Source: an optimization exercise on an open RTL-to-GDS flow (aim: small area, a short achievable clock period and few clock cycles). Production flows keep margins and buffers that such runs may drop.
Where RTL was checked, it was by simulation tests only, not by an equivalence proof against the original.
Function not checked in runs 3 to 7: the RTL went through the layout flow alone.
Power figures rest on the tool's default switching activity, not on a simulated workload.

<file path="flow/config.mk">
export PLATFORM = sky130hd
export DESIGN_NAME = phpb_serial
export DESIGN_NICKNAME = phpb_serial
export VERILOG_FILES = /design/flow/design.v
export SDC_FILE = /design/flow/constraint.sdc
export NUM_CORES = 4
export LEC_CHECK = 0
export CAP_MARGIN = 20
export CORE_MARGIN = 2
export CORE_UTILIZATION = 40
export SETUP_SLACK_MARGIN = 3.6
export SLEW_MARGIN = 20
</file>
<file path="flow/constraint.sdc">
create_clock -name core_clock -period 6.0 [get_ports {clk}]
set_input_delay 1.2000 -clock core_clock [delete_from_list [all_inputs] [get_ports {clk}]]
set_output_delay 1.2000 -clock core_clock [all_outputs]
set_load 0.01 [all_outputs]
</file>
<file path="flow/design.v">
module phpb_serial (
    input  wire        clk,
    input  wire        rst,             
    input  wire        cfg_guard_en,    
    input  wire [16:0] cfg_max_len,     
    input  wire        cfg_drop_zero,   
    input  wire        rx_in_valid,
    output wire        rx_in_ready,
    input  wire [7:0]  rx_in_data,
    input  wire        rx_in_last,      
    output wire        rx_out_valid,
    input  wire        rx_out_ready,
    output wire [7:0]  rx_out_data,
    output wire        rx_out_sop,
    output wire        rx_out_eop,
    output wire [47:0] rx_out_hdr,      
    output wire [16:0] rx_out_tlen,     
    input  wire        tx_in_valid,
    output wire        tx_in_ready,
    input  wire [7:0]  tx_in_data,
    output wire        tx_out_valid,
    input  wire        tx_out_ready,
    output wire [7:0]  tx_out_data,
    output reg  [15:0] cnt_rx_pkt,
    output reg  [15:0] cnt_malformed,
    output reg  [15:0] cnt_zero_drop
);
    wire       bw       = (cfg_max_len[7:0] < 8'd7);
    reg  [7:0] m_lo;        
    always @(posedge clk)
        m_lo <= cfg_max_len[7:0] - 8'd7;
    wire       g_never  = !cfg_guard_en || (cfg_max_len >= 17'd65542);   
    wire       g_always = cfg_guard_en && (cfg_max_len < 17'd7);         
    reg       rdy;
    reg       ib_v, i2_v;
    reg [7:0] ib_d, i2_d;
    reg       ib_l, i2_l;
    reg       ib_ff, i2_ff;
    reg       ib_00, i2_00;
    reg       ib_gt, i2_gt;     
    wire take  = rx_in_valid && rdy;
    wire in_ff = (rx_in_data == 8'hFF);
    wire in_00 = (rx_in_data == 8'h00);
    wire in_gt = (rx_in_data > m_lo);
    assign rx_in_ready = rdy;
    reg        pend;        
    reg        body;        
    reg        disc;        
    reg        drop;        
    reg [2:0]  hc;          
    reg [4:0]  tt;          
    reg [4:0]  ct;          
    reg [39:0] sr;          
    reg        tl_a, tl_b;  
    reg        zf;          
    reg [16:0] remain;      
    reg        rend;        
    reg        ov, osop, oeop;
    reg [7:0]  od;
    reg        ev_pkt, ev_mal, ev_zero;
    wire hdr = !body && !disc;
    wire other  = !ib_ff && !ib_00;
    wire absorb = !pend && ib_ff;           
    wire split  = pend && other;            
    wire [7:0] tdata = pend ? {8{!ib_00}} : ib_d;
    wire tlast  = ib_l && !split;
    wire [8:0] tdata_p1 = {1'b0, tdata} + 9'd1;
    wire tgt_lo = split ? (m_lo != 8'hFF) : ib_gt;
    wire too_long = tl_a || (tl_b && tgt_lo);
    wire [4:0] tsel = tt & ~{1'b0, tt[4:1]};
    wire [7:0] top_byte = ({8{tsel[0]}} & sr[7:0])   | ({8{tsel[1]}} & sr[15:8])  |
                          ({8{tsel[2]}} & sr[23:16]) | ({8{tsel[3]}} & sr[31:24]) |
                          ({8{tsel[4]}} & sr[39:32]);
    wire [16:0] tlen_new = {1'b0, sr[7:0], tdata} + 17'd7;
    reg  [16:0] rflip;
    integer ri;
    always @(*) begin
        rflip[0] = 1'b1;
        for (ri = 1; ri < 17; ri = ri + 1)
            rflip[ri] = rflip[ri-1] && !remain[ri-1];
    end
    wire hc5   = (hc == 3'd5);
    wire ofree = !ov || rx_out_ready;
    wire room = !tt[4] || (ofree && ct[0]);
    wire acc = ib_v && (absorb || disc ||
                        (hdr  && (hc5 ? (!ct[0] && ofree) : room)) ||
                        (body && (drop || ofree || (!tt[4] && !osop))));
    wire tok      = acc && !absorb;             
    wire push     = tok && (hdr || (body && !drop));
    wire complete = tok && hdr && hc5;
    wire zdrop    = zf;
    wire hdr_ok   = complete && !too_long && !zdrop;
    wire hdr_bad  = complete && too_long;
    wire btok     = tok && body;
    wire body_end = btok && rend;
    wire cons     = acc && !split;
    wire load     = ofree && (ct[0] || hdr_ok);
    wire bpush    = push && body;
    wire       n_pend = acc ? absorb : pend;
    wire       n_body = complete ? !too_long : (body && !body_end);
    wire       n_disc = complete ? (too_long && !tlast) : (disc && !(acc && tlast));
    wire       n_drop = complete ? zdrop : drop;
    wire [2:0] n_hc   = complete ? 3'd0 : ((tok && hdr) ? hc + 3'd1 : hc);
    wire       n_ov   = load || (ov && !rx_out_ready);
    wire [4:0] n_tt   = (complete && !hdr_ok) ? 5'd0 :
                        (push && !load)      ? {tt[3:0], 1'b1} :
                        (load && !push)      ? {1'b0, tt[4:1]} : tt;
    wire [4:0] n_ct   = hdr_ok              ? 5'b11111 :
                        (bpush && !load)     ? {ct[3:0], 1'b1} :
                        (load && !bpush)     ? {1'b0, ct[4:1]} : ct;
    wire       ib_free = !ib_v || cons;
    wire       n_ibv   = ib_free ? (i2_v || take) : 1'b1;
    wire       n_i2v   = !ib_free && (i2_v || take);
    always @(posedge clk) begin
        if (ib_free) begin
            if (i2_v) begin
                ib_d  <= i2_d;
                ib_l  <= i2_l;
                ib_ff <= i2_ff;
                ib_00 <= i2_00;
                ib_gt <= i2_gt;
            end else if (take) begin
                ib_d  <= rx_in_data;
                ib_l  <= rx_in_last;
                ib_ff <= in_ff;
                ib_00 <= in_00;
                ib_gt <= in_gt;
            end
        end else if (take) begin
            i2_d  <= rx_in_data;
            i2_l  <= rx_in_last;
            i2_ff <= in_ff;
            i2_00 <= in_00;
            i2_gt <= in_gt;
        end
        if (push)
            sr <= {sr[31:0], tdata};
        if (tok && hdr) begin
            if (hc == 3'd0) zf <= cfg_drop_zero && (tdata == 8'h00);
            if (hc == 3'd4) begin
                tl_a <= g_always || (!g_never && (bw ? ({1'b0, tdata} >= cfg_max_len[16:8])
                                                     : ({1'b0, tdata} >  cfg_max_len[16:8])));
                tl_b <= !g_always && !g_never && (bw ? (tdata_p1 == cfg_max_len[16:8])
                                                     : ({1'b0, tdata} == cfg_max_len[16:8]));
            end
        end
        remain <= complete ? tlen_new : (remain ^ ({17{btok}} & rflip));
        if (complete)
            rend <= (sr[7:0] == 8'h00) && (tdata == 8'h00);
        else if (btok)
            rend <= (remain == 17'd8);
        if (load) begin
            od   <= top_byte;
            osop <= hdr_ok;
            oeop <= !body && ct[0] && !ct[1];
        end
        if (rst) begin
            rdy      <= 1'b1;
            ib_v     <= 1'b0;
            i2_v     <= 1'b0;
            pend     <= 1'b0;
            body     <= 1'b0;
            disc     <= 1'b0;
            drop     <= 1'b0;
            hc       <= 3'd0;
            tt       <= 5'd0;
            ct       <= 5'd0;
            ov       <= 1'b0;
            ev_pkt   <= 1'b0;
            ev_mal   <= 1'b0;
            ev_zero  <= 1'b0;
        end else begin
            rdy      <= !n_i2v;
            ib_v     <= n_ibv;
            i2_v     <= n_i2v;
            pend     <= n_pend;
            body     <= n_body;
            disc     <= n_disc;
            drop     <= n_drop;
            hc       <= n_hc;
            tt       <= n_tt;
            ct       <= n_ct;
            ov       <= n_ov;
            ev_pkt   <= body_end && !drop;
            ev_mal   <= hdr_bad;
            ev_zero  <= body_end && drop;
        end
    end
    always @(posedge clk) begin
        if (rst) begin
            cnt_rx_pkt    <= 16'd0;
            cnt_malformed <= 16'd0;
            cnt_zero_drop <= 16'd0;
        end else begin
            if (ev_pkt && cnt_rx_pkt != 16'hFFFF)
                cnt_rx_pkt <= cnt_rx_pkt + 16'd1;
            if (ev_mal && cnt_malformed != 16'hFFFF)
                cnt_malformed <= cnt_malformed + 16'd1;
            if (ev_zero && cnt_zero_drop != 16'hFFFF)
                cnt_zero_drop <= cnt_zero_drop + 16'd1;
        end
    end
    assign rx_out_valid = ov;
    assign rx_out_data  = od;
    assign rx_out_sop   = osop;
    assign rx_out_eop   = oeop;
    assign rx_out_hdr   = {od, sr};    
    assign rx_out_tlen  = remain;
    reg       trdy;
    reg       tov;
    reg [7:0] tod;
    reg       tpv, tpb;
    reg       sv;
    reg [7:0] sd;
    wire ttake  = tx_in_valid && trdy;
    wire tofree = !tov || tx_out_ready;
    wire in_sp  = (tx_in_data == 8'hFF) || (tx_in_data == 8'h00);
    wire sd_sp  = (sd == 8'hFF) || (sd == 8'h00);
    wire tdirect = tofree && !tpv && !sv;
    reg  n_sv;
    always @(*) begin
        n_sv = sv;
        if (tofree && !tpv && sv)
            n_sv = 1'b0;
        if (ttake && !tdirect)
            n_sv = 1'b1;
    end
    assign tx_in_ready = trdy;
    always @(posedge clk) begin
        if (tofree) begin
            if (tpv) begin
                tod <= {8{tpb}};
            end else if (sv) begin
                tod <= sd_sp ? 8'hFF : sd;
                tpb <= sd[0];
            end else if (ttake) begin
                tod <= in_sp ? 8'hFF : tx_in_data;
                tpb <= tx_in_data[0];
            end
        end
        if (ttake && !tdirect)
            sd <= tx_in_data;
        if (rst) begin
            trdy <= 1'b1;
            tov  <= 1'b0;
            tpv  <= 1'b0;
            sv   <= 1'b0;
        end else begin
            if (tofree) begin
                if (tpv) begin
                    tov <= 1'b1;
                    tpv <= 1'b0;
                end else if (sv) begin
                    tov <= 1'b1;
                    tpv <= sd_sp;
                end else if (ttake) begin
                    tov <= 1'b1;
                    tpv <= in_sp;
                end else begin
                    tov <= 1'b0;
                end
            end
            sv   <= n_sv;
            trdy <= !n_sv;
        end
    end
    assign tx_out_valid = tov;
    assign tx_out_data  = tod;
endmodule
</file>
<file path="flow/flow/run.sh">
#!/bin/bash
# Standard layout, with the port buffers made from buf_1 cells instead of the
# resizer's default choice. Full tool output goes to flow_standard.log.
set -euo pipefail
export BUFFER_PORTS_ARGS="-buffer_cell sky130_fd_sc_hd__buf_1"
bash standard.sh > flow_standard.log 2>&1
</file>
<file path="flow/standard.sh">
#!/bin/bash
# synth_recipe.tcl (not shown) runs the flow's synth.tcl, then flattens the netlist and writes it again
# the make line also repeats each setting of config.mk as NAME=value (left out here)
make -C /OpenROAD-flow-scripts/flow DESIGN_CONFIG=/design/flow/config.mk WORK_HOME=/design/flow/orfs CLKGATE_MAP_FILE= SYNTH_SCRIPT=/design/flow/synth_recipe.tcl "${@:-finish}"
</file>
==> qor.csv, run 1 <==
metric;value;unit
Final HPWL DP;15200;um
dpl cell area;10200;sq um
Pwr Density;249;nW/um^2
final design area excluding fillers;11500;sq um
fin crit period;2.55;ns
Synth Instances;900;
Filler cells;2069;
Clock Sinks;196;
RSZ-0062 raised after global routing;true;
utilization after layout;0.511;
Pleak;4.12;nW
critical path class;input port to flop;
number of synthesized flops with an enable pin;95;
die width;155;um
Post-DRT Antenna Nets;0;
Final Hold Viols;0;
Tcrit/Tclk final;0.424;
TritonRoute pass-1 iters;4;
status;complete, no violations;
Syn Nets;970;
CTS Buffer Depth;2;
most frequent cells in the layout;buf_1 (169), dfxtp_1 (98), edfxtp_1 (95), nor2_1 (91), nand2_1 (69);
final WL;21900;um
vias in the first global route;6900;
nets@finish;1174;
CTS tree;yes;
CP Buf/Inv Count;1;
first-pass GRT wire length;35400;um
vias;7296;
Placer Congestion;0.820;
unique cell type count in the Yosys netlist;60;
clk latency of the worst-skew pair;0.43;ns
Crit. End Element;flop;
skew final;0.0196;ns
Top Family by Delay on Critical Path;compound AO/OA/AOI/OAI gates;
setup TNS;0;ns
Reg-to-Reg Start;ib_ff;
Core Rows;55;
Layout area overhead;25.7;%
Root Driver;clkbuf_16;
Top FF cell, synth;dfxtp_1;
ant diodes;0;
clock slew at reported path FFs;0.09;ns
Pins Over Slew Limit;0;
worst hold path type;flop to flop;
io pins;177;
Multi-input gate area;4430;sq um
slowest CP cell;o31a_1;
largest net degree at the start of global routing;48;
DRC;0;
average wire per cell in the routed design;15.6;um
Arrival @ worst endpoint;2.87;ns
critical path required time;6.32;ns
Synth Register Bits;196;
die height;155;um
commonest non-fill, non-tap cell in the layout;buf_1;
I/O Buffers;176;
Critical Path, Cell by Cell;buf_6 > nand2b_4 > o31a_1 > o2111ai_4 > or2_4 > nand2b_4 > ha_4 > mux2i_1 > nor2_1 > a21oi_2 > nor2_1;
Startpoint Class;input port;
H-tree depth;4;
Max-slew headroom;0.506;
min-delay src;sr[10];
async set or reset register ratio after synthesis;0;
endpoints failing setup;0;
Via-to-Cell Ratio;5.20;
fraction of layout cells with a size suffix above 1;0.151;
max_cap viols;0;
Synth Area per Inst;10.2;sq um
total CTS buffers;17;
initial drt markers;470;
Max Freq;393;MHz
core area;22600;sq um
Max stage delay on crit path;0.29;ns
register area;4880;sq um
Starting Density;0.407;
GRT overflow;0;
maximum vdd drop;0.000169;V
synthesized area;9180;sq um
worst-margin pin slew;0.740;ns
Yosys Warn Count;1;
GRT Resource Usage Total;0.180;
area of the die;24200;sq um
Worst Setup SP;rx_out_ready;
CTS Hold Bufs;0;
sequential element share of the synthesized area;0.531;
antenna violations before repair;0;
worst-path maximum fanout;6;
==> routing by layer <==
layer | part of all wire | GRT usage | wire length, um
met5 | 0 | 0 | 0
met4 | 0.012 | 0.0502 | 262
met3 | 0.042 | 0.0312 | 926
met2 | 0.46 | 0.282 | 10100
met1 | 0.49 | 0.259 | 10600
==> what timing repair did <==
action,in CTS,in global routing
gates cloned,3,3
setup buffers,17,22
pin swaps,15,16
resized for setup,45,35
setup endpoints to repair,95,92
==> synth_stat cells (22+ instances only) <==
cell | n | area (sq um)
ha_1 | 28 | 350
inv_1 | 42 | 158
edfxtp_1 | 95 | 2850
o21ai_0 | 40 | 200
a21oi_1 | 41 | 205
nor3_1 | 28 | 140
nand2_1 | 71 | 267
dfxtp_1 | 101 | 2020
clkbuf_1 | 23 | 86.3
nor2_1 | 96 | 360
xnor2_1 | 44 | 385
nand3_1 | 42 | 210
nand4_1 | 22 | 138
xor2_1 | 35 | 307
==> layout make-up <==
cell class / instances / area share
Sequential cell: 196 / 0.423
Multi-Input combinational cell: 631 / 0.384
Timing Repair Buffer: 216 / 0.0930
Clock buffer: 17 / 0.0369
Tap cell: 285 / 0.0309
Clock inverter: 15 / 0.0184
Inverter: 42 / 0.0140
==> worst register-to-register path: stages (launching register included) <==
cell and delay (ns):
edfxtp_1 0.51, nand2b_1 0.22, nand2_1 0.13, nor3_4 0.23
nor2b_4 0.40, nand2b_4 0.23, ha_4 0.17, mux2i_1 0.19
nor2_1 0.08, a21oi_2 0.11, nor2_1 0.05
==> flip-flops by register name, summed over array words and instances, names as in the netlist, 3 cells and up <==
name / count
cnt_malformed: 16
cnt_rx_pkt: 16
cnt_zero_drop: 16
ct: 5
hc: 3
i2_d: 8
ib_d: 8
m_lo: 8
od: 8
remain: 17
sd: 8
sr: 40
tod: 8
tt: 5
==> per-stage QoR <==
| step | hold slack, ns | total power [mW] | setup WS, ns | std cells |
|---|---|---|---|---|
| after floorplan | 0.468 | 1.61 | 2.85 | 900 |
| after global placement | 0.467 | 1.67 | 2.59 | 1325 |
| after detailed placement | 0.471 | 1.67 | 2.49 | 1325 |
| after CTS | 0.492 | 2.89 | 3.50 | 1377 |
| after global routing | 0.497 | 2.99 | 3.36 | 1402 |
| final | 0.492 | 2.87 | 3.45 | 1402 |
==> final timing paths <==
path,to,slack [ns],cells past startpoint
worst min register to register,sr[18],0.49,0
worst max register to register,tt[1],3.57,10
worst min-delay path,sr[18],0.49,0
worst max-delay path,tt[1],3.45,11
==> cells by family after synthesis <==
family / count (synthesis) / share of synthesized area
adders and majority gates: 29 / 0.0393
xor gates and xnor gates: 79 / 0.0754
muxes: 21 / 0.0244
and+or+nand+nor: 339 / 0.186
DFF: 196 / 0.531
AOI/OAI and AO/OA: 157 / 0.107
buffers and inverters: 79 / 0.0367
==> power breakdown <==
part | leakage, nW | total (mW) | internal (mW) | switching [mW]
Clock | 0.309 | 1.21 | 0.617 | 0.589
Sequential | 1.70 | 1.46 | 1.43 | 0.0227
Combinational | 2.11 | 0.213 | 0.0906 | 0.122
Total | 4.12 | 2.87 | 2.14 | 0.734
Testbench counts, summed over its fixed seeds: cycles 121,481.
==> run 2, diff against run 1 <==
--- a/flow/config.mk
+++ b/flow/config.mk
@@ -10,3 +10,3 @@
 export CORE_UTILIZATION = 40
-export SETUP_SLACK_MARGIN = 3.6
+export SETUP_SLACK_MARGIN = 3.5
 export SLEW_MARGIN = 20
==> run 2 against run 1 <==
Still clean on timing, DRC and antenna. Non-clock buffer count down 17. Synthesized cell count unchanged. Clock skew down 0.0030 ns. Total power down 1.7%. First-iteration DRC count down 11%. Routed wire length down 2.0%. Sequential cell count unchanged. Critical path depth down 3. Hold slack worse by 0.0077 ns. Clock-buffer cell count unchanged. Clock power down 3%. Combinational power down 8%. Highest routed layer unchanged.
==> qor.csv, run 2 <==
metric;value;unit
critical path required time;6.11;ns
CTS Buffer Depth;2;
most frequent cells in the layout;buf_1 (170), dfxtp_1 (100), edfxtp_1 (95), nor2_1 (92), nand2_1 (69);
average wire per cell in the routed design;15.5;um
setup TNS;0;ns
worst hold path type;flop to flop;
async set or reset register ratio after synthesis;0;
antenna violations before repair;2;
most common library cells after synthesis;dfxtp_1 (101), nor2_1 (96), edfxtp_1 (95), nand2_1 (71), xnor2_1 (44);
status;complete, no violations;
synthesized area;9180;sq um
Pwr Density;253;nW/um^2
die width;155;um
Filler cells;2106;
first-pass GRT wire length;34200;um
commonest non-fill, non-tap cell in the layout;buf_1;
CTS tree;yes;
endpoints failing setup;0;
GRT Resource Usage Total;0.176;
Post-DRT Antenna Nets;0;
Internal Power;2.09;mW
Core Rows;55;
clock slew at reported path FFs;0.08;ns
Reg-to-Reg End;tl_a;
min-delay src;sr[13];
area of the die;24200;sq um
Max-slew headroom;0.459;
H-tree depth;4;
largest net degree at the start of global routing;47;
Synth Area per Inst;10.2;sq um
CTS Hold Bufs;0;
Final Hold Viols;0;
TritonRoute pass-1 iters;4;
number of flip-flops in the largest register;40;
I/O Buffers;176;
Clock Power Share;0.415;
vias;7234;
Clock Sinks;196;
total CTS buffers;17;
max_cap viols;0;
most common cell in the netlist;dfxtp_1;
DRC;0;
core area;22600;sq um
worst-margin pin slew;0.811;ns
slack of the worst reg-to-reg path;3.63;ns
Starting Density;0.407;
sw frac;0.260;
sequential element share of the synthesized area;0.531;
Layout area overhead;21.8;%
fraction of layout cells with a size suffix above 1;0.117;
Pins Over Slew Limit;0;
register share of total power;0.516;
Final HPWL DP;15100;um
Synth Instances;900;
reg2reg path depth;9;
RSZ-0062 raised after global routing;true;
maximum vdd drop;0.000172;V
Startpoint Class;input port;
Pleak;3.93;nW
largest area contributor in the netlist;edfxtp_1;
fin crit period;2.55;ns
hold depth;0;
Max Freq;392;MHz
top flop regs;sr (40), remain (17);
nets@finish;1153;
sink of the worst hold path;sr[21];
Placer Congestion;0.814;
Tot Pwr;2.83;mW
Psw;736;uW
number of synthesized flops with an enable pin;95;
unique cell type count in the Yosys netlist;60;
skew final;0.0165;ns
Via-to-Cell Ratio;5.23;
critical path class;input port to flop;
post-synth top area share;0.311;
Tcrit/Tclk final;0.425;
die height;155;um
Root Driver;clkbuf_16;
Yosys Warn Count;1;
Arrival @ worst endpoint;2.66;ns
io pins;177;
vias in the first global route;6654;
Syn Nets;970;
Logic pwr share;0.069;
top post-synthesis cells by area;edfxtp_1 (31%), dfxtp_1 (22%), xnor2_1 (4.2%), nor2_1 (3.9%), ha_1 (3.8%);
worst-path maximum fanout;20;
Synth Register Bits;196;
clk latency of the worst-skew pair;0.44;ns
initial drt markers;417;
Top FF cell, synth;dfxtp_1;
Largest Register;sr;
final WL;21400;um
Crit. End Element;flop;
GRT overflow;0;
Reg-to-Reg Start;pend;
[run 2: power by group through the flow]
stage / combinational [mW] / sequential, mW / clock [mW]
2_1_floorplan: 0.116 / 1.49 / 0
3_3_place_gp: 0.178 / 1.49 / 0
3_5_place_dp: 0.179 / 1.49 / 0
4_1_cts: 0.185 / 1.46 / 1.21
5_1_grt: 0.220 / 1.46 / 1.26
6_report: 0.195 / 1.46 / 1.17
[run 2: metrics by stage]
step	utilization	cells	instance area [sq um]	hold slack (ns)	setup slack, ns
global placement	0.450	1325	10200	0.465	2.56
CTS	0.484	1366	10900	0.486	3.51
detailed placement	0.450	1325	10200	0.466	2.42
global route	0.495	1382	11200	0.499	3.37
floorplan	-	900	9340	0.468	2.85
finish	0.495	1383	11200	0.484	3.45
[run 2: layer usage]
layer | up-vias | GRT usage | part of all wire
met5 | - | 0 | 0
met2 | 182 | 0.281 | 0.46
met3 | 23 | 0.0373 | 0.051
met1 | 3417 | 0.243 | 0.48
li1 | 3612 | - | -
met4 | 0 | 0.0476 | 0.013
[run 2: repair_timing]
action / CTS / global route
endpoints found under the setup margin: 76 / 47
buffers inserted: 7 / 15
pin swaps: 4 / 17
cloned: 2 / 0
resized for setup: 21 / 33
[run 2: worst max path at each step]
stage | start | end | slack [ns] | cells past startpoint
floorplan | rx_out_ready | tt[2] | 2.85 | 11
global placement | rx_out_ready | od[4] | 2.56 | 7
detailed placement | rx_out_ready | od[4] | 2.42 | 7
CTS | rx_out_ready | i2_l | 3.51 | 9
global route | rx_out_ready | i2_l | 3.37 | 9
finish | rx_out_ready | sr[6] | 3.45 | 8
[run 2: cell type report]
class	count	area (sq um)	area share
Clock buffer	17	425	0.0380
Timing Repair Buffer	199	882	0.0789
Clock inverter	15	194	0.0173
Sequential cell	196	4880	0.436
Multi-Input combinational cell	627	4280	0.383
Inverter	42	161	0.0144
Antenna cell	2	5.00	0.000448
Tap cell	285	357	0.0319
[run 2: critical path, stage by stage]
cell and delay (ns):
buf_1 0.10, nand2b_4 0.15, o31a_1 0.19, o2111ai_4 0.17, or2_4 0.29, buf_4 0.14
buf_4 0.16, nand2b_4 0.26
[run 2: logic make-up after synthesis]
kind of cell | count (synthesis) | share of synthesized area
compound gates | 157 | 0.107
simple gates | 339 | 0.186
flops | 196 | 0.531
fa+ha+maj | 29 | 0.0393
buf+inv | 79 | 0.0367
xor+xnor | 79 | 0.0754
mux | 21 | 0.0244
==> run 3, diff against run 2 <==
--- a/flow/design.v
+++ b/flow/design.v
@@ -33,4 +33,4 @@
     wire       g_always = cfg_guard_en && (cfg_max_len < 17'd7);         
-    reg       rdy;
     reg       ib_v, i2_v;
+    wire      rdy = !i2_v;
     reg [7:0] ib_d, i2_d;
@@ -157,3 +157,2 @@
         if (rst) begin
-            rdy      <= 1'b1;
             ib_v     <= 1'b0;
@@ -172,3 +171,2 @@
         end else begin
-            rdy      <= !n_i2v;
             ib_v     <= n_ibv;
@@ -208,3 +206,3 @@
     assign rx_out_tlen  = remain;
-    reg       trdy;
+    wire      trdy;
     reg       tov;
@@ -227,2 +225,3 @@
     end
+    assign trdy = !sv;
     assign tx_in_ready = trdy;
@@ -243,3 +242,2 @@
         if (rst) begin
-            trdy <= 1'b1;
             tov  <= 1'b0;
@@ -263,3 +261,2 @@
             sv   <= n_sv;
-            trdy <= !n_sv;
         end
==> run 3 against run 2 <==
Combinational power grew 4%. Highest routed layer unchanged. Clock-buffer cell count is the same. Hold slack lost 0.0027 ns. Synthesized cell count grew 1.3%.
==> qor.csv, run 3 <==
metric;value;unit
Internal Power;2.12;mW
most frequent cells in the layout;buf_1 (171), nor2_1 (103), dfxtp_1 (97), edfxtp_1 (95), nand2_1 (57);
critical path class;input port to flop;
Syn Nets;982;
die width;157;um
Yosys Warn Count;1;
Core Rows;55;
Multi-input gate area;4520;sq um
die height;157;um
maximum vdd drop;0.000186;V
Reg-to-Reg End;tt[3];
Pins Over Slew Limit;0;
Clock Sinks;194;
antenna violations before repair;0;
Starting Density;0.410;
Crit. End Element;flop;
CTS tree;yes;
endpoints failing setup;0;
PnR worst setup slack;3.33;ns
clock slew at reported path FFs;0.08;ns
largest net degree at the start of global routing;71;
ant diodes;0;
Synth Instances;912;
Arrival @ worst endpoint;2.83;ns
number of flip-flops in the largest register;40;
sw frac;0.258;
I/O Buffers;176;
Post-DRT Antenna Nets;0;
GRT Resource Usage Total;0.184;
post-synth top area share;0.306;
H-tree depth;4;
Placer Congestion;0.798;
Max Freq;374;MHz
DRC;0;
Clock Power Share;0.424;
RSZ-0062 raised after global routing;true;
Pwr Density;248;nW/um^2
worst-margin pin slew;0.786;ns
min-delay src;sr[23];
worst-path maximum fanout;6;
Logic pwr share;0.071;
worst hold path type;flop to flop;
hold depth;0;
Max-slew headroom;0.469;
Filler cells;2139;
average wire per cell in the routed design;16.0;um
register share of total power;0.505;
Synth Area per Inst;10.2;sq um
max_cap viols;0;
skew final;0.0131;ns
Synth Area in Simple Gates;0.206;
Psw;738;uW
critical path required time;6.16;ns
nets@finish;1169;
vias in the first global route;6837;
worst hold slack;0.481;ns
Post-Synth Adder-Cell Area;0.0375;
fraction of layout cells with a size suffix above 1;0.125;
Synth Register Bits;194;
Reg-to-Reg Start;ib_ff;
Final Hold Viols;0;
top flop regs;sr (40), remain (17);
io pins;177;
Via-to-Cell Ratio;5.24;
core area;22800;sq um
xor and xnor area share after synthesis;0.0732;
status;complete, no violations;
CTS Buffer Depth;2;
register area;4840;sq um
Startpoint Class;input port;
clk latency of the worst-skew pair;0.44;ns
most common library cells after synthesis;nor2_1 (105), dfxtp_1 (99), edfxtp_1 (95), nand2_1 (58), xnor2_1 (42);
final WL;22900;um
async set or reset register ratio after synthesis;0;
initial drt markers;453;
top post-synthesis cells by area;edfxtp_1 (31%), dfxtp_1 (21%), nor2_1 (4.2%), xnor2_1 (3.9%), ha_1 (3.8%);
Top FF cell, synth;dfxtp_1;
TritonRoute pass-1 iters;5;
GRT overflow;0;
Pleak;4.06;nW
post-synthesis mux area share;0.0249;
synthesized area;9330;sq um
area of the die;24600;sq um
slack of the worst reg-to-reg path;3.46;ns
commonest non-fill, non-tap cell in the layout;buf_1;
sink of the worst hold path;sr[31];
unique cell type count in the Yosys netlist;66;
Final HPWL DP;15900;um
first-pass GRT wire length;35900;um
largest family of logic cells by synthesized area;simple AND/OR/NAND/NOR gates;
most common cell in the netlist;nor2_1;
Layout area overhead;23.7;%
fraction of the mapped netlist area in compound gates;0.106;
Largest Register;sr;
reg2reg path depth;12;
CTS Hold Bufs;0;
Root Driver;clkbuf_16;
Tcrit/Tclk final;0.445;
sequential element share of the synthesized area;0.518;
setup TNS;0;ns
largest area contributor in the netlist;edfxtp_1;
total CTS buffers;17;
fin crit period;2.67;ns
Placement Setup Slack;2.37;ns
vias;7462;
number of synthesized flops with an enable pin;95;
run 3: changes by cell type after synthesis, sizes merged, moves of 4 or more:
cell	before	now
a21oi	41	34
and3	10	14
and4	8	12
inv	42	34
nand2	71	58
nand3	42	30
nand4	22	28
nor2	96	105
nor2b	13	17
nor3b	3	7
nor4	11	15
nor4b	0	5
o21ai	43	38
or2	2	7
run 3: how the worst max path moves through the flow:
stage	startpoint	end	slack [ns]	cells past startpoint
floorplan	rx_out_ready	tt[2]	2.70	11
CTS	rx_out_ready	i2_d[5]	3.33	7
finish	rx_out_ready	i2_d[5]	3.33	7
detailed placement	rx_out_ready	tt[1]	2.37	11
global placement	rx_out_ready	tt[3]	2.42	11
global route	rx_out_ready	tt[3]	3.27	11
run 3: power groups by stage:
stage	logic (mW)	clock network, mW	registers, mW
final	0.202	1.21	1.44
after global routing	0.226	1.29	1.45
after CTS	0.196	1.24	1.44
after detailed placement	0.183	0	1.47
after global placement	0.181	0	1.47
after floorplan	0.117	0	1.47
run 3: logic make-up after synthesis:
kind of cell	Yosys count
adder cells (fa/ha/maj)	28
AND/OR/NAND/NOR	368
flip-flops	194
AO/OA/AOI/OAI	150
multiplexers	22
XOR/XNOR	78
buffers and inverters	72
run 3: repair_timing:
| action | in CTS | in global routing |
|---|---|---|
| setup endpoints to repair | 101 | 57 |
| resized for setup | 39 | 25 |
| gates cloned | 3 | 1 |
| buffers inserted | 13 | 9 |
| pin swaps | 14 | 11 |
| hold endpoints to repair | 0 | 0 |
run 3: metrics by stage:
stage / power [mW] / utilization / cells / instance area (sq um)
after floorplan: 1.59 / - / 912 / 9510
after global placement: 1.65 / 0.456 / 1367 / 10400
after detailed placement: 1.66 / 0.456 / 1367 / 10400
after CTS: 2.88 / 0.499 / 1415 / 11400
after global routing: 2.97 / 0.507 / 1425 / 11500
final: 2.86 / 0.507 / 1425 / 11500
run 3: cell type report:
cell class                 instances  share of cell area
sequential                       194               0.420
multi-input combinational        647               0.392
timing repair buffer             205              0.0884
clock buffer                      17              0.0369
tap                              313              0.0339
clock inverter                    15              0.0180
inverter                          34              0.0115
run 3: worst max-delay path, stage by stage:
cell and delay [ns]:
buf_8 0.10, or4b_4 0.51, or3_4 0.38, a21oi_4 0.16, o21ai_4 0.09, nor3b_4 0.23, buf_6 0.16
run 3: metal layers:
metal | GRT usage | wire length, um | up-vias
li1 | - | - | 3711
met2 | 0.293 | 10600 | 211
met4 | 0.0524 | 308 | 0
met5 | 0 | 0 | -
met3 | 0.0357 | 1210 | 17
met1 | 0.254 | 10800 | 3523
==> run 4, diff against run 3 <==
--- a/flow/design.v
+++ b/flow/design.v
@@ -33,4 +33,4 @@
     wire       g_always = cfg_guard_en && (cfg_max_len < 17'd7);         
+    reg       rdy;
     reg       ib_v, i2_v;
-    wire      rdy = !i2_v;
     reg [7:0] ib_d, i2_d;
@@ -83,6 +83,7 @@
     wire ofree = !ov || rx_out_ready;
-    wire room = !tt[4] || (ofree && ct[0]);
-    wire acc = ib_v && (absorb || disc ||
-                        (hdr  && (hc5 ? (!ct[0] && ofree) : room)) ||
-                        (body && (drop || ofree || (!tt[4] && !osop))));
+    wire acc0 = ib_v && (absorb || disc ||
+                         (hdr  && (hc5 ? (!ct[0] && !ov) : (!tt[4] || (!ov && ct[0])))) ||
+                         (body && (drop || !ov || (!tt[4] && !osop))));
+    wire acc1 = ib_v && !absorb && ((hdr && (hc5 ? !ct[0] : ct[0])) || body);
+    wire acc  = acc0 || (rx_out_ready && acc1);
     wire tok      = acc && !absorb;             
@@ -128,3 +129,4 @@
             end
-        end else if (take) begin
+        end
+        if (!i2_v) begin
             i2_d  <= rx_in_data;
@@ -157,2 +159,3 @@
         if (rst) begin
+            rdy      <= 1'b1;
             ib_v     <= 1'b0;
@@ -171,2 +174,3 @@
         end else begin
+            rdy      <= !n_i2v;
             ib_v     <= n_ibv;
@@ -206,3 +210,3 @@
     assign rx_out_tlen  = remain;
-    wire      trdy;
+    reg       trdy;
     reg       tov;
@@ -225,3 +229,2 @@
     end
-    assign trdy = !sv;
     assign tx_in_ready = trdy;
@@ -242,2 +245,3 @@
         if (rst) begin
+            trdy <= 1'b1;
             tov  <= 1'b0;
@@ -261,2 +265,3 @@
             sv   <= n_sv;
+            trdy <= !n_sv;
         end
==> flow/flow/run.sh (replaced) <==
#!/bin/bash
# Standard layout, with the port buffers made from buf_2 cells instead of the
# resizer's default choice. Full tool output goes to flow_standard.log.
set -euo pipefail
export BUFFER_PORTS_ARGS="-buffer_cell sky130_fd_sc_hd__buf_2"
bash standard.sh > flow_standard.log 2>&1
==> run 4 against run 3 <==
Core utilization shrank 0.68 points. Sequential share of layout area about the same. Register-to-register slack improved by 0.15 ns. Setup slack improved by 0.14 ns. Clock power fell by 3%. Cell count is 0.91% higher. Total power down 0.20%. Critical endpoint is now tl_b. Largest power group unchanged.
==> qor.csv, run 4 <==
metric;value;unit
Placement Setup Slack;2.11;ns
min-delay src;sr[24];
Placer Congestion;0.805;
Pins Over Slew Limit;0;
critical path required time;6.27;ns
Core Rows;56;
total CTS buffers;17;
max_cap viols;0;
die height;157;um
final WL;22300;um
worst-path maximum fanout;4;
CTS Hold Bufs;0;
worst-margin pin slew;0.793;ns
sink of the worst hold path;sr[32];
fin crit period;2.54;ns
Reg-to-Reg End;tl_b;
first-pass GRT wire length;35000;um
hold depth;0;
CTS tree;yes;
setup TNS;0;ns
Arrival @ worst endpoint;2.80;ns
TritonRoute pass-1 iters;7;
Via-to-Cell Ratio;5.18;
maximum vdd drop;0.000170;V
Clock Sinks;196;
Largest Register;sr;
async set or reset register ratio after synthesis;0;
PnR worst setup slack;3.46;ns
Top FF cell, synth;dfxtp_1;
Layout area overhead;23.5;%
dpl cell area;10600;sq um
CTS Buffer Depth;2;
Crit. End Element;flop;
largest net degree at the start of global routing;39;
Startpoint Class;input port;
most frequent cells in the layout;buf_2 (176), dfxtp_1 (100), edfxtp_1 (95), nor2_1 (91), nand2_1 (64);
ant diodes;0;
Yosys Warn Count;1;
Clock Power Share;0.409;
Internal Power;2.11;mW
RSZ-0062 raised after global routing;true;
Max Freq;394;MHz
top post-synthesis cells by area;edfxtp_1 (30%), dfxtp_1 (21%), xor2_1 (4.5%), nor2_1 (3.7%), ha_1 (3.7%);
H-tree depth;4;
vias;7443;
Synth Instances;927;
Pleak;4.61;nW
endpoints failing setup;0;
GRT Resource Usage Total;0.177;
most common library cells after synthesis;dfxtp_1 (101), edfxtp_1 (95), nor2_1 (94), nand2_1 (64);
I/O Buffers;176;
GRT overflow;0;
nets@finish;1176;
commonest non-fill, non-tap cell in the layout;buf_2;
register share of total power;0.514;
slack of the worst reg-to-reg path;3.61;ns
Tcrit/Tclk final;0.423;
post-synth top area share;0.303;
unique cell type count in the Yosys netlist;72;
final design area excluding fillers;11600;sq um
area of the die;24800;sq um
average wire per cell in the routed design;15.5;um
Synth Register Bits;196;
sw frac;0.260;
Psw;740;uW
worst hold slack;0.473;ns
Worst Setup SP;cfg_max_len[1];
die width;157;um
Synth Area per Inst;10.2;sq um
Tot Pwr;2.85;mW
reg2reg path depth;8;
skew final;0.0158;ns
io pins;177;
final non-filler cell total;1438;
critical path class;input port to flop;
Post-DRT Antenna Nets;0;
antenna violations before repair;0;
vias in the first global route;6793;
largest area contributor in the netlist;edfxtp_1;
clk latency of the worst-skew pair;0.44;ns
fraction of layout cells with a size suffix above 1;0.268;
Final HPWL DP;15600;um
initial drt markers;433;
cell count after placement;1383;
Max-slew headroom;0.458;
sequential element share of the synthesized area;0.518;
status;complete, no violations;
top flop regs;sr (40), remain (17);
Logic pwr share;0.077;
Starting Density;0.405;
Pwr Density;245;nW/um^2
core area;23300;sq um
number of synthesized flops with an enable pin;95;
utilization after layout;0.500;
synthesized area;9420;sq um
most common cell in the netlist;dfxtp_1;
worst hold path type;flop to flop;
Root Driver;clkbuf_16;
clock slew at reported path FFs;0.09;ns
Final Hold Viols;0;
Syn Nets;997;
number of flip-flops in the largest register;40;
Reg-to-Reg Start;ib_00;
DRC;0;
## run 4: cell count changes in the layout (fill, tap and decap cells not counted), moves of 5 or more
cell     before  now
nand2_1      57   64
nor2_1      103   91
nor2b_1      15   10
a21oi_1      27   35
buf_1       171    0
and4_1       12    5
xnor2_1      41   28
xor2_1       36   48
buf_6         6    0
inv_1        32   40
or3_1         4    9
buf_2         0  176
o21ai_0      26   40
## run 4: critical path: stages
cell	delay [ns]
buf_2	0.13
ha_4	0.17
a21oi_4	0.15
nand3b_1	0.13
or4_4	0.54
a211oi_2	0.15
o2111ai_1	0.14
a21oi_2	0.20
## run 4: logic make-up (layout without fill, tap and decap cells)
group	count (synthesis)	in the layout	share of synthesized area
AOI/OAI and AO/OA	167	167	0.113
xor gates and xnor gates	77	77	0.0731
adders and majority gates	29	29	0.0383
buffers and inverters	85	276	0.0379
DFF	196	196	0.518
muxes	23	23	0.0259
and+or+nand+nor	350	351	0.195
## run 4: final cells by class
type / instances / area, sq um
Fill cell: 2222 / 11600
Sequential cell: 196 / 4880
Multi-Input combinational cell: 647 / 4440
Timing Repair Buffer: 201 / 1140
Clock buffer: 17 / 425
Tap cell: 319 / 399
Clock inverter: 15 / 186
Inverter: 43 / 161
## run 4: what timing repair did
action | 4_1_cts | 5_1_grt
cloned | 3 | 0
pin swaps | 10 | 11
setup buffers | 11 | 9
endpoints found under the setup margin | 73 | 24
gates resized for setup | 23 | 15
## run 4: routing by layer
| metal | track usage | routed length, um | vias to the layer above | share of wire |
|---|---|---|---|---|
| li1 | - | - | 3730 | - |
| met1 | 0.252 | 10700 | 3489 | 0.48 |
| met2 | 0.279 | 10200 | 204 | 0.46 |
| met3 | 0.0339 | 1250 | 20 | 0.056 |
| met4 | 0.0437 | 206 | 0 | 0.0092 |
| met5 | 0 | 0 | - | 0 |
## run 4: worst max-delay path by stage
stage	end	slack, ns	cells after the start
final	tl_b	3.46	8
after global routing	tt[1]	3.40	11
after CTS	tl_b	3.49	8
after detailed placement	tt[1]	2.11	12
after global placement	tt[1]	2.15	12
after floorplan	tt[1]	2.83	11
## run 4: power groups by stage
| stage | Sequential (mW) | Clock [mW] | Combinational [mW] |
|---|---|---|---|
| after floorplan | 1.50 | 0 | 0.123 |
| after global placement | 1.50 | 0 | 0.197 |
| after detailed placement | 1.50 | 0 | 0.200 |
| after CTS | 1.47 | 1.20 | 0.213 |
| after global routing | 1.47 | 1.25 | 0.244 |
| final | 1.47 | 1.17 | 0.219 |
==> run 5, diff against run 4 <==
--- a/flow/config.mk
+++ b/flow/config.mk
@@ -10,3 +10,3 @@
 export CORE_UTILIZATION = 40
-export SETUP_SLACK_MARGIN = 3.5
+export SETUP_SLACK_MARGIN = 3.6
 export SLEW_MARGIN = 20
==> run 5 against run 4 <==
Highest routed layer unchanged. Critical path depth unchanged. Clock skew up 0.0029 ns. Global-route usage up 0.51 points. Via count up 0.28%. Setup slack better by 0.054 ns. Sequential cell count unchanged. Critical endpoint unchanged.
==> qor.csv, run 5 <==
metric;value;unit
worst hold path type;flop to flop;
I/O Buffers;176;
Placer Congestion;0.788;
die height;157;um
Tot Pwr;2.93;mW
Tcrit/Tclk final;0.413;
Final Hold Viols;0;
commonest non-fill, non-tap cell in the layout;buf_2;
async set or reset register ratio after synthesis;0;
vias;7464;
Pins Over Slew Limit;0;
Top Metal Used;met4;
Arrival @ worst endpoint;2.75;ns
Synth Area per Inst;10.2;sq um
synthesized area;9420;sq um
top post-synthesis cells by area;edfxtp_1 (30%), dfxtp_1 (21%), xor2_1 (4.5%), nor2_1 (3.7%), ha_1 (3.7%);
maximum vdd drop;0.000160;V
Layout area overhead;26.1;%
CTS Buffer Depth;2;
H-tree depth;4;
Synth Instances;927;
M1 WL;10800;um
die width;157;um
worst-path maximum fanout;3;
final WL;22700;um
Max Freq;403;MHz
post-synth top area share;0.303;
Crit. End Element;flop;
vias in the first global route;7011;
Pleak;4.72;nW
antenna violations before repair;0;
nets@finish;1189;
Met3 Routed Length;1100;um
TritonRoute pass-1 iters;5;
most common library cells after synthesis;dfxtp_1 (101), edfxtp_1 (95), nor2_1 (94), nand2_1 (64);
largest net degree at the start of global routing;41;
number of synthesized flops with an enable pin;95;
Post-DRT Antenna Nets;0;
Yosys Warn Count;1;
setup TNS;0;ns
worst-margin pin slew;0.802;ns
initial drt markers;402;
Filler cells;2219;
ant diodes;0;
RSZ-0062 raised after global routing;true;
average wire per cell in the routed design;15.7;um
number of flip-flops in the largest register;40;
Root Driver;clkbuf_16;
GRT overflow;0;
Largest Register;sr;
Final HPWL DP;15700;um
Starting Density;0.405;
PnR worst setup slack;3.52;ns
cell count after placement;1383;
Via-to-Cell Ratio;5.14;
Core Rows;56;
Top FF cell, synth;dfxtp_1;
CTS Hold Bufs;0;
DRC;0;
most frequent cells in the layout;buf_2 (173), dfxtp_1 (100), edfxtp_1 (95), nor2_1 (91), nand2_1 (63);
sequential element share of the synthesized area;0.518;
fin crit period;2.48;ns
Placement Setup Slack;2.06;ns
met2 routed WL;10600;um
Critical Path, Cell by Cell;buf_8 > ha_4 > a21oi_4 > nand3b_1 > or4_4 > a211oi_2 > o2111ai_1 > a21oi_1;
worst hold slack;0.471;ns
Pwr Density;247;nW/um^2
unique cell type count in the Yosys netlist;72;
Max-slew headroom;0.460;
status;complete, no violations;
first-pass GRT wire length;36000;um
endpoints failing setup;0;
critical path required time;6.27;ns
core area;23300;sq um
clock slew at reported path FFs;0.10;ns
skew final;0.0187;ns
Top Family by Delay on Critical Path;simple AND/OR/NAND/NOR gates;
area of the die;24800;sq um
Synth Register Bits;196;
io pins;177;
CTS tree;yes;
Clock Sinks;196;
largest area contributor in the netlist;edfxtp_1;
GRT Resource Usage Total;0.182;
fraction of layout cells with a size suffix above 1;0.288;
slowest CP cell;or4_4;
most common cell in the netlist;dfxtp_1;
critical path class;input port to flop;
Startpoint Class;input port;
max_cap viols;0;
clk latency of the worst-skew pair;0.44;ns
total CTS buffers;17;
Syn Nets;997;
Max stage delay on crit path;0.53;ns
top flop regs;sr (40), remain (17);
CP Buf/Inv Count;1;
final non-filler cell total;1451;
## run 5: cell types whose count changed in the layout (fill, tap and decap cells not counted), moves of 3 or more
cell,before,now
a21oi_1,35,31
a21oi_2,3,7
buf_4,20,30
buf_6,0,4
inv_12,3,7
buf_2,176,173
o21ai_0,40,37
## run 5: repair_timing
item	4_1_cts	5_1_grt
cloned	4	0
buffers inserted	20	12
pin swaps	12	16
setup endpoints to repair	97	30
resized for setup	41	30
## run 5: stage by stage
| stage | cell area [sq um] | util |
|---|---|---|
| 6_report | 11900 | 0.511 |
| 5_1_grt | 11900 | 0.511 |
| 4_1_cts | 11700 | 0.502 |
| 3_5_place_dp | 10700 | 0.458 |
| 3_3_place_gp | 10700 | 0.458 |
| 2_1_floorplan | 9570 | - |
## run 5: cells by family (layout without fill, tap and decap cells)
group / count (synthesis) / count (layout) / synth area share
simple gates: 350 / 352 / 0.195
compound gates: 167 / 167 / 0.113
mux: 23 / 23 / 0.0259
buf+inv: 85 / 288 / 0.0379
flops: 196 / 196 / 0.518
fa+ha+maj: 29 / 29 / 0.0383
xor+xnor: 77 / 77 / 0.0731
## run 5: metal layers
| layer | global-route usage | vias to the layer above |
|---|---|---|
| met3 | 0.0366 | 18 |
| met4 | 0.0489 | 0 |
| met2 | 0.291 | 174 |
| li1 | - | 3749 |
| met5 | 0 | - |
| met1 | 0.253 | 3523 |
## run 5: worst paths after layout
kind	startpoint	endpoint	slack [ns]	cells after the start
worst max-delay path	cfg_max_len[0]	tl_b	3.52	8
worst min-delay path	sr[24]	sr[32]	0.47	0
worst max register to register	ib_00	tl_b	3.62	8
worst min register to register	sr[24]	sr[32]	0.47	0
## run 5: cell type report
class	count	area (sq um)	share of cell area
clock buffer	17	425	0.0358
multi-input combinational	648	4530	0.381
inverter	43	164	0.0138
timing repair buffer	213	1270	0.107
tap	319	399	0.0336
clock inverter	15	216	0.0182
sequential	196	4880	0.411
## run 5: report_power, final
part,total [mW],internal (mW),switching [mW]
clock,1.23,0.594,0.637
combinational,0.233,0.104,0.130
sequential,1.46,1.44,0.0249
==> run 6, diff against run 5 <==
--- a/flow/design.v
+++ b/flow/design.v
@@ -129,4 +129,3 @@
             end
-        end
-        if (!i2_v) begin
+        end else if (take) begin
             i2_d  <= rx_in_data;
==> run 6 against run 5 <==
Combinational power fell by 3%. Cell count rose by 2.8%. Sequential power barely moved. Routed wire length up 3.3%. Largest cell class unchanged. Setup slack got worse by 0.035 ns. Critical path depth rose by 2. Register-to-register slack got worse by 0.12 ns.
==> qor.csv, run 6 <==
metric;value;unit
critical path class;input port to flop;
maximum vdd drop;0.000164;V
Crit. End Element;flop;
Via-to-Cell Ratio;5.12;
GRT overflow;0;
critical path required time;6.16;ns
Critical Path, Cell by Cell;buf_8 > nor2b_4 > o21ai_2 > a21oi_2 > o211ai_1 > a21oi_1 > o21ai_2 > nor2_4 > buf_12 > buf_16;
Pwr Density;238;nW/um^2
Synth Area per Inst;9.95;sq um
CTS Buffer Depth;2;
worst-margin pin slew;0.741;ns
setup TNS;0;ns
Max stage delay on crit path;0.22;ns
sequential element share of the synthesized area;0.521;
I/O Buffers;176;
status;complete, no violations;
Startpoint Class;input port;
GRT Resource Usage Total;0.186;
total CTS buffers;17;
clk latency of the worst-skew pair;0.45;ns
Yosys Warn Count;1;
most used cell, CP;o21ai_2;
Max-slew headroom;0.506;
Placer Congestion;0.821;
final design area excluding fillers;12100;sq um
commonest non-fill, non-tap cell in the layout;buf_2;
fin crit period;2.52;ns
max_cap viols;0;
unique cell type count in the Yosys netlist;61;
most common library cells after synthesis;dfxtp_1 (101), nor2_1 (100), edfxtp_1 (95), nand2_1 (77), o21ai_0 (51);
Layout area overhead;28.8;%
dpl cell area;10600;sq um
utilization after layout;0.529;
Syn Nets;1011;
top flop regs;sr (40), remain (17);
Filler cells;2033;
Post-DRT Antenna Nets;0;
largest net degree at the start of global routing;41;
number of flip-flops in the largest register;40;
skew final;0.0143;ns
Max Freq;398;MHz
Synth Register Bits;196;
first-pass GRT wire length;36100;um
Pins Over Slew Limit;0;
worst-path maximum fanout;6;
RSZ-0062 raised after global routing;true;
number of synthesized flops with an enable pin;95;
Tot Pwr;2.87;mW
CTS tree;yes;
CTS Hold Bufs;0;
Largest Register;sr;
Clock Sinks;196;
vias;7636;
die width;157;um
largest area contributor in the netlist;edfxtp_1;
DRC;0;
worst hold path type;flop to flop;
Final Hold Viols;0;
most common cell in the netlist;dfxtp_1;
final non-filler cell total;1492;
Tcrit/Tclk final;0.419;
Core Rows;55;
cell count after placement;1392;
most frequent cells in the layout;buf_2 (175), nor2_1 (98), dfxtp_1 (98), edfxtp_1 (95), nand2_1 (75);
Top FF cell, synth;dfxtp_1;
post-synth top area share;0.305;
area of the die;24600;sq um
initial drt markers;488;
antenna violations before repair;2;
Root Driver;clkbuf_16;
synthesized area;9360;sq um
Arrival @ worst endpoint;2.68;ns
clock slew at reported path FFs;0.08;ns
average wire per cell in the routed design;15.8;um
H-tree depth;4;
final WL;23500;um
Starting Density;0.411;
slowest CP cell;nor2b_4;
io pins;177;
TritonRoute pass-1 iters;5;
Final HPWL DP;16000;um
vias in the first global route;7004;
Pleak;4.70;nW
nets@finish;1234;
fraction of layout cells with a size suffix above 1;0.298;
top post-synthesis cells by area;edfxtp_1 (30%), dfxtp_1 (22%), xor2_1 (4.4%), nor2_1 (4.0%), ha_1 (3.7%);
endpoints failing setup;0;
core area;22800;sq um
Synth Instances;941;
async set or reset register ratio after synthesis;0;
die height;157;um
-- run 6: cell types whose count changed after synthesis, moves of 4 or more --
cell      delta
mux2i_1      -4
nand4_1      -9
nand2b_1     +7
nand2_1     +13
a21oi_1      +7
nand3_1     +15
and3_1       -9
nor2_1       +6
nor4_1       +5
-- run 6: where the power goes --
group	switching [mW]	internal (mW)
Combinational	0.131	0.0950
Clock	0.611	0.581
Sequential	0.0218	1.43
-- run 6: layout make-up --
class                      count  area, sq um  area share
tap                          313          392      0.0325
antenna                        2         5.00    0.000415
timing repair buffer         240         1480       0.123
inverter                      40          153      0.0127
clock buffer                  17          425      0.0353
multi-input combinational    669         4510       0.374
clock inverter                15          206      0.0171
sequential                   196         4880       0.405
-- run 6: cells by family (layout without fill, tap and decap cells) --
kind of cell | after synthesis | count (layout) | synth area share
AOI/OAI and AO/OA | 169 | 169 | 0.112
buffers and inverters | 80 | 312 | 0.0357
DFF | 196 | 196 | 0.521
other | 0 | 2 | 0
muxes | 19 | 19 | 0.0218
and+or+nand+nor | 373 | 377 | 0.201
xor gates and xnor gates | 76 | 76 | 0.0711
adders and majority gates | 28 | 28 | 0.0374
-- run 6: critical path: cells and delay by family --
family	cells	cell delay, ns
AOI/OAI and AO/OA	5	0.77
and+or+nand+nor	2	0.37
buffers and inverters	3	0.32
-- run 6: path summary, 6_finish.rpt --
kind / start / endpoint / slack [ns] / cells past startpoint
setup / recovery: rx_out_ready / i2_d[1] / 3.48 / 10
hold / removal: sr[20] / sr[28] / 0.49 / 0
setup reg to reg: ib_00 / tl_b / 3.50 / 10
hold reg to reg: sr[20] / sr[28] / 0.49 / 0
-- run 6: layer usage --
metal  global-route usage  routed length, um  up-vias
li1                     -                  -     3823
met1                0.246              10700     3595
met2                0.309              11300      201
met3               0.0402               1190       17
met4               0.0502                250        0
met5                    0                  0        -
-- run 6: metrics by stage --
stage	hold slack [ns]	setup WS, ns
CTS	0.490	3.48
global placement	0.470	2.56
floorplan	0.468	2.80
finish	0.489	3.48
global route	0.505	3.39
detailed placement	0.470	2.44
-- run 6: what timing repair did --
item,in CTS,in global routing
gates cloned,5,0
pin swaps,24,10
buffers inserted,46,15
endpoints found under the setup margin,97,78
resized for setup,46,18
==> run 7, diff against run 6 <==
--- a/flow/design.v
+++ b/flow/design.v
@@ -82,34 +82,89 @@
     wire hc5   = (hc == 3'd5);
-    wire ofree = !ov || rx_out_ready;
-    wire acc0 = ib_v && (absorb || disc ||
-                         (hdr  && (hc5 ? (!ct[0] && !ov) : (!tt[4] || (!ov && ct[0])))) ||
-                         (body && (drop || !ov || (!tt[4] && !osop))));
-    wire acc1 = ib_v && !absorb && ((hdr && (hc5 ? !ct[0] : ct[0])) || body);
-    wire acc  = acc0 || (rx_out_ready && acc1);
-    wire tok      = acc && !absorb;             
-    wire push     = tok && (hdr || (body && !drop));
-    wire complete = tok && hdr && hc5;
-    wire zdrop    = zf;
-    wire hdr_ok   = complete && !too_long && !zdrop;
-    wire hdr_bad  = complete && too_long;
-    wire btok     = tok && body;
-    wire body_end = btok && rend;
-    wire cons     = acc && !split;
-    wire load     = ofree && (ct[0] || hdr_ok);
-    wire bpush    = push && body;
-    wire       n_pend = acc ? absorb : pend;
-    wire       n_body = complete ? !too_long : (body && !body_end);
-    wire       n_disc = complete ? (too_long && !tlast) : (disc && !(acc && tlast));
-    wire       n_drop = complete ? zdrop : drop;
-    wire [2:0] n_hc   = complete ? 3'd0 : ((tok && hdr) ? hc + 3'd1 : hc);
-    wire       n_ov   = load || (ov && !rx_out_ready);
-    wire [4:0] n_tt   = (complete && !hdr_ok) ? 5'd0 :
-                        (push && !load)      ? {tt[3:0], 1'b1} :
-                        (load && !push)      ? {1'b0, tt[4:1]} : tt;
-    wire [4:0] n_ct   = hdr_ok              ? 5'b11111 :
-                        (bpush && !load)     ? {ct[3:0], 1'b1} :
-                        (load && !bpush)     ? {1'b0, ct[4:1]} : ct;
-    wire       ib_free = !ib_v || cons;
-    wire       n_ibv   = ib_free ? (i2_v || take) : 1'b1;
-    wire       n_i2v   = !ib_free && (i2_v || take);
+    wire ofree_r0 = !ov || 1'b0;
+    wire room_r0 = !tt[4] || (ofree_r0 && ct[0]);
+    wire acc_r0 = ib_v && (absorb || disc ||
+                        (hdr  && (hc5 ? (!ct[0] && ofree_r0) : room_r0)) ||
+                        (body && (drop || ofree_r0 || (!tt[4] && !osop))));
+    wire tok_r0      = acc_r0 && !absorb;             
+    wire push_r0     = tok_r0 && (hdr || (body && !drop));
+    wire complete_r0 = tok_r0 && hdr && hc5;
+    wire zdrop_r0    = zf;
+    wire hdr_ok_r0   = complete_r0 && !too_long && !zdrop_r0;
+    wire hdr_bad_r0  = complete_r0 && too_long;
+    wire btok_r0     = tok_r0 && body;
+    wire body_end_r0 = btok_r0 && rend;
+    wire cons_r0     = acc_r0 && !split;
+    wire load_r0     = ofree_r0 && (ct[0] || hdr_ok_r0);
+    wire bpush_r0    = push_r0 && body;
+    wire       n_pend_r0 = acc_r0 ? absorb : pend;
+    wire       n_body_r0 = complete_r0 ? !too_long : (body && !body_end_r0);
+    wire       n_disc_r0 = complete_r0 ? (too_long && !tlast) : (disc && !(acc_r0 && tlast));
+    wire       n_drop_r0 = complete_r0 ? zdrop_r0 : drop;
+    wire [2:0] n_hc_r0   = complete_r0 ? 3'd0 : ((tok_r0 && hdr) ? hc + 3'd1 : hc);
+    wire       n_ov_r0   = load_r0 || (ov && !1'b0);
+    wire [4:0] n_tt_r0   = (complete_r0 && !hdr_ok_r0) ? 5'd0 :
+                        (push_r0 && !load_r0)      ? {tt[3:0], 1'b1} :
+                        (load_r0 && !push_r0)      ? {1'b0, tt[4:1]} : tt;
+    wire [4:0] n_ct_r0   = hdr_ok_r0              ? 5'b11111 :
+                        (bpush_r0 && !load_r0)     ? {ct[3:0], 1'b1} :
+                        (load_r0 && !bpush_r0)     ? {1'b0, ct[4:1]} : ct;
+    wire       ib_free_r0 = !ib_v || cons_r0;
+    wire       n_ibv_r0   = ib_free_r0 ? (i2_v || take) : 1'b1;
+    wire       n_i2v_r0   = !ib_free_r0 && (i2_v || take);
+    wire ofree_r1 = !ov || 1'b1;
+    wire room_r1 = !tt[4] || (ofree_r1 && ct[0]);
+    wire acc_r1 = ib_v && (absorb || disc ||
+                        (hdr  && (hc5 ? (!ct[0] && ofree_r1) : room_r1)) ||
+                        (body && (drop || ofree_r1 || (!tt[4] && !osop))));
+    wire tok_r1      = acc_r1 && !absorb;             
+    wire push_r1     = tok_r1 && (hdr || (body && !drop));
+    wire complete_r1 = tok_r1 && hdr && hc5;
+    wire zdrop_r1    = zf;
+    wire hdr_ok_r1   = complete_r1 && !too_long && !zdrop_r1;
+    wire hdr_bad_r1  = complete_r1 && too_long;
+    wire btok_r1     = tok_r1 && body;
+    wire body_end_r1 = btok_r1 && rend;
+    wire cons_r1     = acc_r1 && !split;
+    wire load_r1     = ofree_r1 && (ct[0] || hdr_ok_r1);
+    wire bpush_r1    = push_r1 && body;
+    wire       n_pend_r1 = acc_r1 ? absorb : pend;
+    wire       n_body_r1 = complete_r1 ? !too_long : (body && !body_end_r1);
+    wire       n_disc_r1 = complete_r1 ? (too_long && !tlast) : (disc && !(acc_r1 && tlast));
+    wire       n_drop_r1 = complete_r1 ? zdrop_r1 : drop;
+    wire [2:0] n_hc_r1   = complete_r1 ? 3'd0 : ((tok_r1 && hdr) ? hc + 3'd1 : hc);
+    wire       n_ov_r1   = load_r1 || (ov && !1'b1);
+    wire [4:0] n_tt_r1   = (complete_r1 && !hdr_ok_r1) ? 5'd0 :
+                        (push_r1 && !load_r1)      ? {tt[3:0], 1'b1} :
+                        (load_r1 && !push_r1)      ? {1'b0, tt[4:1]} : tt;
+    wire [4:0] n_ct_r1   = hdr_ok_r1              ? 5'b11111 :
+                        (bpush_r1 && !load_r1)     ? {ct[3:0], 1'b1} :
+                        (load_r1 && !bpush_r1)     ? {1'b0, ct[4:1]} : ct;
+    wire       ib_free_r1 = !ib_v || cons_r1;
+    wire       n_ibv_r1   = ib_free_r1 ? (i2_v || take) : 1'b1;
+    wire       n_i2v_r1   = !ib_free_r1 && (i2_v || take);
+    wire  ofree = rx_out_ready ? ofree_r1 : ofree_r0;
+    wire  room = rx_out_ready ? room_r1 : room_r0;
+    wire  acc = rx_out_ready ? acc_r1 : acc_r0;
+    wire  tok = rx_out_ready ? tok_r1 : tok_r0;
+    wire  push = rx_out_ready ? push_r1 : push_r0;
+    wire  complete = rx_out_ready ? complete_r1 : complete_r0;
+    wire  zdrop = rx_out_ready ? zdrop_r1 : zdrop_r0;
+    wire  hdr_ok = rx_out_ready ? hdr_ok_r1 : hdr_ok_r0;
+    wire  hdr_bad = rx_out_ready ? hdr_bad_r1 : hdr_bad_r0;
+    wire  btok = rx_out_ready ? btok_r1 : btok_r0;
+    wire  body_end = rx_out_ready ? body_end_r1 : body_end_r0;
+    wire  cons = rx_out_ready ? cons_r1 : cons_r0;
+    wire  load = rx_out_ready ? load_r1 : load_r0;
+    wire  bpush = rx_out_ready ? bpush_r1 : bpush_r0;
+    wire  n_pend = rx_out_ready ? n_pend_r1 : n_pend_r0;
+    wire  n_body = rx_out_ready ? n_body_r1 : n_body_r0;
+    wire  n_disc = rx_out_ready ? n_disc_r1 : n_disc_r0;
+    wire  n_drop = rx_out_ready ? n_drop_r1 : n_drop_r0;
+    wire [2:0] n_hc = rx_out_ready ? n_hc_r1 : n_hc_r0;
+    wire  n_ov = rx_out_ready ? n_ov_r1 : n_ov_r0;
+    wire [4:0] n_tt = rx_out_ready ? n_tt_r1 : n_tt_r0;
+    wire [4:0] n_ct = rx_out_ready ? n_ct_r1 : n_ct_r0;
+    wire  ib_free = rx_out_ready ? ib_free_r1 : ib_free_r0;
+    wire  n_ibv = rx_out_ready ? n_ibv_r1 : n_ibv_r0;
+    wire  n_i2v = rx_out_ready ? n_i2v_r1 : n_i2v_r0;
     always @(posedge clk) begin
--- a/flow/config.mk
+++ b/flow/config.mk
@@ -10,3 +10,3 @@
 export CORE_UTILIZATION = 40
-export SETUP_SLACK_MARGIN = 3.6
+export SETUP_SLACK_MARGIN = 3.5
 export SLEW_MARGIN = 20
==> run 7 against run 6 <==
Maximum frequency decreased by 12%. Critical path depth increased by 1. Final area about the same. Still clean on timing, DRC and antenna. Setup slack got worse by 0.33 ns. Largest cell class unchanged. Routed wire length increased by 1.3%. Critical path type is now flop to flop. Die area increased by 2.5%.
==> qor.csv, run 7 <==
metric;value;unit
Largest Register;sr;
vias;7761;
antenna violations before repair;0;
fraction of layout cells with a size suffix above 1;0.292;
top flop regs;sr (40), remain (17);
Reg-to-Reg Start;pend;
Critical Path, Cell by Cell;nand2b_4 > nand4_1 > a41oi_2 > a21oi_2 > or2_4 > ha_4 > nor2_2 > a221o_1 > a31oi_4 > mux2i_1 > nor2_1;
die width;159;um
Core Rows;56;
Arrival @ worst endpoint;3.13;ns
DRC;0;
sink of the worst hold path;hc[1];
fin crit period;2.84;ns
Yosys Warn Count;1;
skew final;0.0108;ns
ant diodes;0;
Max Freq;352;MHz
maximum vdd drop;0.000143;V
critical path class;flop to flop;
worst-path maximum fanout;14;
core area;23500;sq um
Layout area overhead;25.6;%
most frequent cells in the layout;buf_2 (174), nor2_1 (117), edfxtp_1 (95), dfxtp_1 (94), nand2_1 (64);
Top FF cell, synth;dfxtp_1;
Tcrit/Tclk final;0.474;
Filler cells;2245;
CTS tree;yes;
Startpoint Class;flop;
unique cell type count in the Yosys netlist;70;
Synth Instances;952;
setup TNS;0;ns
area of the die;25200;sq um
number of synthesized flops with an enable pin;95;
slack of the worst reg-to-reg path;3.16;ns
commonest non-fill, non-tap cell in the layout;buf_2;
async set or reset register ratio after synthesis;0;
GRT overflow;0;
largest net degree at the start of global routing;75;
min-delay src;hc[1];
worst hold path type;flop to flop;
Post-DRT Antenna Nets;0;
I/O Buffers;176;
reg2reg path depth;11;
TritonRoute pass-1 iters;6;
Top Family by Delay on Critical Path;compound AO/OA/AOI/OAI gates;
final WL;23800;um
total CTS buffers;17;
Starting Density;0.408;
hold depth;2;
Placer Congestion;0.845;
RSZ-0062 raised after global routing;true;
CP Buf/Inv Count;0;
Pwr Density;237;nW/um^2
number of flip-flops in the largest register;40;
synthesized area;9600;sq um
largest area contributor in the netlist;edfxtp_1;
Synth Area per Inst;10.1;sq um
first-pass GRT wire length;38100;um
worst hold slack;0.469;ns
post-synth top area share;0.297;
Reg-to-Reg End;ct[2];
Via-to-Cell Ratio;5.24;
Final Hold Viols;0;
Crit. End Element;flop;
nets@finish;1221;
most common cell in the netlist;nor2_1;
io pins;177;
clk latency of the worst-skew pair;0.43;ns
sequential element share of the synthesized area;0.508;
most common library cells after synthesis;nor2_1 (123), dfxtp_1 (101), edfxtp_1 (95), nand2_1 (65), inv_1 (47);
Syn Nets;1025;
Pins Over Slew Limit;0;
die height;159;um
slowest CP cell;dfxtp_4;
Max stage delay on crit path;0.51;ns
Worst Setup SP;pend;
endpoints failing setup;0;
H-tree depth;4;
CTS Hold Bufs;0;
Final HPWL DP;16800;um
GRT Resource Usage Total;0.185;
utilization after layout;0.512;
Synth Register Bits;196;
initial drt markers;551;
vias in the first global route;7234;
critical path required time;6.29;ns
average wire per cell in the routed design;16.1;um
top post-synthesis cells by area;edfxtp_1 (30%), dfxtp_1 (21%), nor2_1 (4.8%), xor2_1 (4.1%), ha_1 (4.0%);
Tot Pwr;2.86;mW
CTS Buffer Depth;2;
Clock Sinks;196;
Root Driver;clkbuf_16;
status;complete, no violations;
Pleak;4.68;nW
Max-slew headroom;0.413;
worst-margin pin slew;0.869;ns
clock slew at reported path FFs;0.07;ns
max_cap viols;0;
run 7: cell families after synthesis:
| group | after synthesis | share of synthesized area |
|---|---|---|
| AO/OA/AOI/OAI | 163 | 0.111 |
| buffers and inverters | 84 | 0.0368 |
| multiplexers | 37 | 0.0404 |
| AND/OR/NAND/NOR | 358 | 0.187 |
| flip-flops | 196 | 0.508 |
| adder cells (fa/ha/maj) | 32 | 0.0415 |
| XOR/XNOR | 82 | 0.0748 |
run 7: final cells by class:
| cell class | count | area (sq um) | area share |
|---|---|---|---|
| Clock inverter | 14 | 143 | 0.0118 |
| Timing Repair Buffer | 213 | 1200 | 0.0998 |
| Multi-Input combinational cell | 672 | 4810 | 0.399 |
| Sequential cell | 196 | 4890 | 0.405 |
| Tap cell | 319 | 399 | 0.0331 |
| Clock buffer | 18 | 429 | 0.0356 |
| Inverter | 48 | 184 | 0.0153 |
run 7: worst max path at each step:
stage                     slack [ns]  cells after the start    end
after global routing            2.99                     11  ct[2]
after detailed placement        2.48                      8  od[7]
after CTS                       3.19                     13  ct[1]
final                           3.16                     11  ct[2]
after global placement          2.53                      8  od[1]
after floorplan                 3.29                      8  od[0]
run 7: timing repair:
action | 4_1_cts | 5_1_grt
pin swaps | 10 | 13
gates resized for setup | 42 | 34
setup buffers | 19 | 16
endpoints found under the setup margin | 106 | 105
run 7: worst reg2reg max path, stage by stage (launching register included):
cell and delay, ns:
dfxtp_4 0.51, nand2b_4 0.23, nand4_1 0.17, a41oi_2 0.26, a21oi_2 0.10, or2_4 0.26
ha_4 0.27, nor2_2 0.03, a221o_1 0.29, a31oi_4 0.29, mux2i_1 0.24, nor2_1 0.05
run 7: where the power goes:
| group | leakage (nW) | total (mW) | switching [mW] | internal [mW] |
|---|---|---|---|---|
| Clock | 0.277 | 1.11 | 0.552 | 0.554 |
| Combinational | 2.69 | 0.274 | 0.156 | 0.117 |
| Sequential | 1.72 | 1.48 | 0.0351 | 1.44 |
| Total | 4.68 | 2.86 | 0.744 | 2.12 |
run 7: metal layers:
metal | vias up | GRT usage | share of wire
met4 | 0 | 0.0554 | 0.012
met1 | 3693 | 0.245 | 0.46
met3 | 22 | 0.0350 | 0.047
li1 | 3842 | - | -
met2 | 204 | 0.310 | 0.48
met5 | - | 0 | 0
run 7: stage by stage:
stage	setup WS, ns	cell area [sq um]	std cells
2_1_floorplan	3.29	9780	952
3_3_place_gp	2.53	10900	1413
3_5_place_dp	2.48	10900	1413
4_1_cts	3.19	11800	1464
5_1_grt	2.99	12100	1480
6_report	3.16	12100	1480

[re-timing with driven ports]
How much do the figures lean on ideal ports? The routed layouts below were timed once more, with nothing changed but the port constraints. Step 1 sets driving cells, clkbuf_16 on the clock port and buf_2 on the other inputs (assumed; they add their load-dependent delay and slew). Step 2, shift: input delay + t, output delay - t, t = (earliest + latest rising clock arrival at the registers) / 2. This alone moves slack from input paths to output paths. Three values: ideal ports, drivers, drivers and shift; two values: the first two.
| run | shift t [ns] | setup WS [ns] |
|---|---|---|
| run 1 | 0.467 | 3.455 / 3.446 / 2.980 |
| run 2 | 0.472 | 3.450 / 3.409 / 2.937 |
| run 3 | 0.471 | 3.327 / 3.311 / 2.841 |
| run 4 | 0.474 | 3.465 / 3.491 / 3.017 |
| run 5 | 0.478 | 3.519 / 3.525 / 3.047 |
| run 6 | 0.481 | 3.484 / 3.463 / 2.982 |
| run 7 | 0.476 | 3.157 / 3.157 / 3.031 |
After both steps setup and hold are still met in every run listed.
